This design comes from an exercise in tuning for small area, a short achievable clock period and few clock cycles on the open sky130 flow, not from production work. RTL that was checked went through simulation tests only; none was proved equivalent to the original. No activity file was given, so power comes from the tool's default toggle rates.

==> flow/design.v <==
module hspap (
    input  wire        clk,
    input  wire        rst,           
    input  wire [31:0] cfg_ps,
    input  wire [31:0] cfg_ppc,
    input  wire [31:0] cfg_win,
    input  wire [31:0] cfg_wout,
    input  wire [31:0] cfg_rate,
    input  wire        cmd_valid,
    input  wire [31:0] cmd_code,
    output wire [7:0]  status,
    output wire [12:0] loop_width,
    output wire        rm_we,
    output wire        rm_bank,
    output wire [13:0] rm_addr,
    output wire [31:0] rm_wdata
);
    localparam ST_IDLE  = 2'd0;
    localparam ST_BUSY  = 2'd1;
    localparam ST_DONE  = 2'd2;
    localparam ST_ERROR = 2'd3;
    wire code_ok = (cmd_code[31:2] == 30'd0) && (cmd_code[1] ^ cmd_code[0]);
    wire ppc_hi0 = (cfg_ppc[31:4] == 28'd0);
    wire p1 = ppc_hi0 && (cfg_ppc[3:0] == 4'd1);
    wire p2 = ppc_hi0 && (cfg_ppc[3:0] == 4'd2);
    wire p4 = ppc_hi0 && (cfg_ppc[3:0] == 4'd4);
    wire p8 = ppc_hi0 && (cfg_ppc[3:0] == 4'd8);
    wire ppc_ok = p1 | p2 | p4 | p8;
    wire ps_ok = (cfg_ps[31:5] == 27'd0) && (cfg_ps[4:0] != 5'd0) &&
                 (!cfg_ps[4] || (cfg_ps[3:0] == 4'd0));
    wire w_ok = (cfg_win != 32'd0) && (cfg_wout != 32'd0);
    wire r_ok = (cfg_rate != 32'd0);
    wire q8 = cfg_ppc[3], q4 = cfg_ppc[2], q2 = cfg_ppc[1];
    wire big = (cfg_win[31:14] != 18'd0) || (cfg_wout[31:14] != 18'd0) ||
               (q8 ? ((cfg_win[13:0] > 14'd10240) || (cfg_wout[13:0] > 14'd10240))
                   : ((cfg_win[13:0] > 14'd7680)  || (cfg_wout[13:0] > 14'd7680)));
    reg [3:0] chk_code;
    always @(*) begin
        if (!code_ok)     chk_code = 4'd6;
        else if (!ppc_ok) chk_code = 4'd1;
        else if (!ps_ok)  chk_code = 4'd2;
        else if (!w_ok)   chk_code = 4'd3;
        else if (!r_ok)   chk_code = 4'd4;
        else if (big)     chk_code = 4'd5;
        else              chk_code = 4'd0;
    end
    wire        wgt  = (cfg_win[13:0] > cfg_wout[13:0]);
    wire [12:0] sw   = q8 ? {3'd0, cfg_win[13:3]} : q4 ? {2'd0, cfg_win[13:2]} : cfg_win[13:1];
    wire        rw   = q8 ? (cfg_win[2:0] != 3'd0) : q4 ? (cfg_win[1:0] != 2'd0) : cfg_win[0];
    wire [12:0] so   = q8 ? {3'd0, cfg_wout[13:3]} : q4 ? {2'd0, cfg_wout[13:2]} : cfg_wout[13:1];
    wire        ro   = q8 ? (cfg_wout[2:0] != 3'd0) : q4 ? (cfg_wout[1:0] != 2'd0) : cfg_wout[0];
    wire [12:0] cw   = sw + {12'd0, rw};
    wire [12:0] co   = so + {12'd0, ro};
    wire        q1   = !(q8 | q4 | q2);
    wire [12:0] lww  = q1 ? cfg_win[12:0]  : cw;
    wire [12:0] lwo  = q1 ? cfg_wout[12:0] : co;
    wire [12:0] lw_in = wgt ? lww : lwo;
    wire [1:0]  pk_in = {q8 | q4, q8 | q2};
    reg [1:0]  state;
    reg [3:0]  errcode;
    reg [12:0] lw;
    reg        bank;
    reg        we_r;       
    reg        sel_pa;     
    reg [12:0] cnt;        
    reg        cact;       
    reg [11:0] addr;
    reg [1:0]  pk;         
    reg [3:0]  sh;         
    reg [15:0] rl;         
    reg [13:0] rhc;        
    reg        rhf;        
    reg [15:0] frac;       
    reg [13:0] kc;
    reg        es, ep;
    reg [13:0] rem;        
    reg [2:0]  tap;
    reg [31:0] wr;
    reg [13:0] pa;
    wire busy = (state == ST_BUSY);
    wire        k0   = (kc == 14'd0);
    wire        k1   = (kc == 14'd1);
    wire        k2   = (kc == 14'd2);
    wire        zA   = es ? k1 : (k0 && !ep);
    wire        oneA = es ? k2 : ep ? k0 : k1;
    wire        emA  = zA && (rem != 14'd0);
    wire        tA   = !zA;
    wire [16:0] s1   = {1'b0, frac} + {1'b0, rl};
    wire [17:0] s2   = {2'b0, frac} + {1'b0, rl, 1'b0};
    wire        c1   = s1[16];
    wire        c2   = s2[17] | (s2[16] & ~c1);    
    wire [15:0] fA   = emA ? s1[15:0] : frac;
    wire        zE1  = c1 ? rhf : (rhc == 14'd0);   
    wire        zB   = tA ? oneA : emA ? zE1 : 1'b1;
    wire        remA1 = emA ? (rem[13:1] != 13'd0) : (rem != 14'd0);
    wire        emB  = zB && remA1;
    wire        tB   = !zB;
    wire [15:0] fB   = !emB ? fA : emA ? s2[15:0] : s1[15:0];
    wire        cI   = emA ? c2 : c1;
    reg  [13:0] kB;
    reg         esB, epB;
    always @(*) begin
        if (tA && tB) begin
            kB  = kc - (ep ? 14'd1 : 14'd2);
            esB = es;
            epB = 1'b0;
        end else if (emB) begin
            kB  = (cI & rhf) ? 14'd0 : rhc;
            esB = 1'b0;
            epB = cI & !rhf;
        end else if (emA && tB) begin
            kB  = rhc;
            esB = !c1;
            epB = 1'b0;
        end else begin
            kB  = 14'd0;
            esB = 1'b0;
            epB = 1'b0;
        end
    end
    wire [13:0] rem1 = rem - 14'd1;
    wire [13:0] rem2 = rem - 14'd2;
    wire [13:0] remB = (emA && emB) ? rem2 : (emA || emB) ? rem1 : rem;
    wire [2:0]  tap1 = tap + 3'd1;
    wire [2:0]  tap2 = tap + 3'd2;
    wire [2:0]  tapA = tA ? tap1 : tap;
    wire [2:0]  tapB = (tA && tB) ? tap2 : (tA || tB) ? tap1 : tap;
    wire [15:0] phA = frac >> sh;
    wire [15:0] phB = fA >> sh;
    reg [15:0] eA, eB;
    always @(*) begin
        case (pk)
            2'd0: begin
                eA = phA | {7'd0, emA, 8'd0};
                eB = phB | {7'd0, emB, 8'd0};
            end
            2'd1: begin
                eA = phA | {7'd0, emA, 1'b0, tapA[0], 6'd0};
                eB = phB | {7'd0, emB, 1'b0, tapB[0], 6'd0};
            end
            2'd2: begin
                eA = phA | {6'd0, emA, 1'b0, tapA[1:0], 6'd0};
                eB = phB | {6'd0, emB, 1'b0, tapB[1:0], 6'd0};
            end
            default: begin
                eA = phA | {5'd0, emA, 1'b0, tapA[2:0], 6'd0};
                eB = phB | {5'd0, emB, 1'b0, tapB[2:0], 6'd0};
            end
        endcase
    end
    wire [12:0] lwm1 = lw - 13'd1;
    reg  [12:0] cend;
    always @(*) begin
        case (pk)
            2'd0:    cend = {1'b0, lwm1[12:1]};
            2'd1:    cend = lwm1;
            2'd2:    cend = {lwm1[11:0], 1'b1};
            default: cend = {lwm1[10:0], 2'b11};
        endcase
    end
    wire        last   = (cnt == cend);
    wire        single = (pk == 2'd0) && last && lw[0];
    wire [1:0]  j = (pk == 2'd2) ? {1'b0, cnt[0]} : cnt[1:0];
    wire [15:0] eBs = single ? 16'd0 : eB;
    reg [31:0] wr_n;
    reg [13:0] pa_n;
    reg        we_n, sel_n;
    always @(*) begin
        wr_n  = wr;
        pa_n  = pa;
        we_n  = 1'b1;
        sel_n = 1'b0;
        case (pk)
            2'd0: wr_n = {eBs, eA};
            2'd1: wr_n = {16'd0, eA} | {7'd0, eB, 9'd0};
            2'd2: begin
                if (j == 2'd0) begin
                    wr_n  = {16'd0, eA} | {6'd0, eB, 10'd0};
                    we_n  = we_r;
                    sel_n = 1'b1;
                end else begin
                    wr_n = wr | {eA[11:0], 20'd0} | {eB[1:0], 30'd0};
                    pa_n = {10'd0, eA[15:12]} | eB[15:2];
                end
            end
            default: begin
                case (j)
                    2'd0: begin
                        wr_n = {16'd0, eA} | {5'd0, eB, 11'd0};
                        we_n = 1'b0;
                    end
                    2'd1: begin
                        wr_n = wr | {eA[9:0], 22'd0};
                        pa_n = {2'd0, ({6'd0, eA[15:10]} | {eB[10:0], 1'b0})};
                    end
                    2'd2: begin
                        wr_n = {({4'd0, eA} | {eB[8:0], 11'd0}), pa[11:0]};
                        pa_n = {7'd0, eB[15:9]};
                    end
                    default: begin
                        wr_n = {8'd0, {17'd0, pa[6:0]} | {6'd0, eA, 2'd0} | {eB[10:0], 13'd0}};
                    end
                endcase
            end
        endcase
    end
    assign rm_we      = we_r;
    assign rm_bank    = bank;
    assign rm_addr    = {addr, 2'b00};
    assign rm_wdata   = sel_pa ? {18'd0, pa} : wr;
    assign status     = {errcode, 2'b00, state};
    assign loop_width = lw;
    always @(posedge clk) begin
        if (rst) begin
            state   <= ST_IDLE;
            errcode <= 4'd0;
            lw      <= 13'd0;
            we_r    <= 1'b0;
        end else if (!busy) begin
            if (cmd_valid) begin
                if (chk_code != 4'd0) begin
                    state   <= ST_ERROR;
                    errcode <= chk_code;
                end else begin
                    state   <= ST_BUSY;
                    errcode <= 4'd0;
                    lw      <= lw_in;
                end
            end
        end else if (cact) begin
            we_r   <= we_n;
        end else if (pk == 2'd2 && we_r && !sel_pa) begin
            we_r   <= 1'b1;      
        end else begin
            we_r   <= 1'b0;
            state  <= ST_DONE;
        end
    end
    always @(posedge clk) begin
        frac <= busy ? fB : 16'd0;
        kc   <= busy ? kB : 14'd0;
        es   <= busy && esB;
        ep   <= busy && epB;
        rem  <= busy ? remB : cfg_wout[13:0];
        tap  <= busy ? tapB : 3'd0;
    end
    always @(posedge clk) begin
        if (!busy) begin
            bank   <= (cmd_code[1:0] == 2'd2);
            pk     <= pk_in;
            sh     <= 4'd0 - cfg_ps[3:0];
            rl     <= cfg_rate[15:0];
            rhc    <= (cfg_rate[31:30] != 2'd0) ? 14'h3fff : cfg_rate[29:16];
            rhf    <= (cfg_rate[31:16] == 16'hffff);
            cnt    <= 13'd0;
            cact   <= 1'b1;
            addr   <= 12'd0;
            sel_pa <= 1'b0;
        end else begin
            addr <= addr + {11'd0, we_r};
            if (cact) begin
                cnt    <= cnt + 13'd1;
                cact   <= !last;
                wr     <= wr_n;
                pa     <= pa_n;
                sel_pa <= sel_n;
            end else begin
                sel_pa <= 1'b1;
            end
        end
    end
endmodule
==> flow/config.mk <==
export PLATFORM = sky130hd
export DESIGN_NAME = hspap
export DESIGN_NICKNAME = hspap
export VERILOG_FILES = /design/flow/design.v
export SDC_FILE = /design/flow/constraint.sdc
export NUM_CORES = 4
export LEC_CHECK = 0
export CAP_MARGIN = 20
export CORE_MARGIN = 2
export CORE_UTILIZATION = 40
export CTS_BUF_LIST = sky130_fd_sc_hd__clkbuf_4 sky130_fd_sc_hd__clkbuf_8
export PLACE_DENSITY = 0.6
export SLEW_MARGIN = 20
==> flow/constraint.sdc <==
create_clock -name core_clock -period 13.0 [get_ports {clk}]
set_input_delay 2.6000 -clock core_clock [delete_from_list [all_inputs] [get_ports {clk}]]
set_output_delay 2.6000 -clock core_clock [all_outputs]
set_load 0.01 [all_outputs]
standard.sh (not shown) runs the stock make flow with config.mk's settings and CLKGATE_MAP_FILE= SYNTH_SCRIPT=/design/flow/synth_recipe.tcl, a recipe that flattens the netlist after the stock synthesis.
==> flow/flow/run.sh <==
#!/bin/bash
# Standard ORFS layout, with timing repair aimed below the clock period so
# that the achieved period (clock period less setup slack) is short, and
# small port buffers.
set -euo pipefail
export SETUP_SLACK_MARGIN=8.5
export BUFFER_PORTS_ARGS="-buffer_cell sky130_fd_sc_hd__buf_1"
bash standard.sh > standard_flow.log 2>&1
Testbench counts at the start, summed over its fixed seeds: cycles 16,847.
Edit:
--- a/flow/design.v
+++ b/flow/design.v
@@ -242,12 +242,15 @@
         es   <= busy && esB;
         ep   <= busy && epB;
         rem  <= busy ? remB : cfg_wout[13:0];
         tap  <= busy ? tapB : 3'd0;
     end
     always @(posedge clk) begin
+        wr <= wr_n;
+    end
+    always @(posedge clk) begin
         if (!busy) begin
             bank   <= (cmd_code[1:0] == 2'd2);
             pk     <= pk_in;
             sh     <= 4'd0 - cfg_ps[3:0];
             rl     <= cfg_rate[15:0];
             rhc    <= (cfg_rate[31:30] != 2'd0) ? 14'h3fff : cfg_rate[29:16];
@@ -255,16 +258,15 @@
             cnt    <= 13'd0;
             cact   <= 1'b1;
             addr   <= 12'd0;
             sel_pa <= 1'b0;
         end else begin
             addr <= addr + {11'd0, we_r};
+            cnt  <= cnt + 13'd1;     
             if (cact) begin
-                cnt    <= cnt + 13'd1;
                 cact   <= !last;
-                wr     <= wr_n;
                 pa     <= pa_n;
                 sel_pa <= sel_n;
             end else begin
                 sel_pa <= 1'b1;
             end
         end
Power came out higher by a little under a tenth.
Critical path depth came out lower by 2.
Wire length fell slightly.
Cell area rises slightly.
First-iteration DRC count fell by a few percent.
Setup slack loses 0.63 ns.
Clock-buffer cell count falls by 1.
Via count drops slightly.
Die area falls slightly.
Function not checked in the second run of this note: the RTL went through the layout flow alone.

## re-timing with driven ports
In the flow no input, the clock included, has a driving cell. The finished layouts below were timed again as built, in two steps. Step 1, drivers: a clkbuf_16 drives clk and a buf_2 each remaining input, both assumed. Step 2 moves the port delays by t, midway between the first and last clock arrival at a register: inputs arrive t later, outputs are due t later. That takes back most of the time a late clock gives input paths. a / b / c = ideal / step 1 / step 2; a / b = the first two.
| run | shift t [ns] | setup WS [ns] | worst setup path after step 2 | worst slew at a driven data input, ns |
|---|---|---|---|---|
| the first run | 0.579 | 8.594 / 8.618 / 8.044 | input to register | 0.14 |
| the second run | 0.553 | 7.968 / 7.931 / 7.378 | input to register | 0.17 |
After both steps setup and hold are still met in every run listed. The setup slack of the second run, which loses most, moves by -0.037 ns with the drivers and by -0.590 ns with both steps.
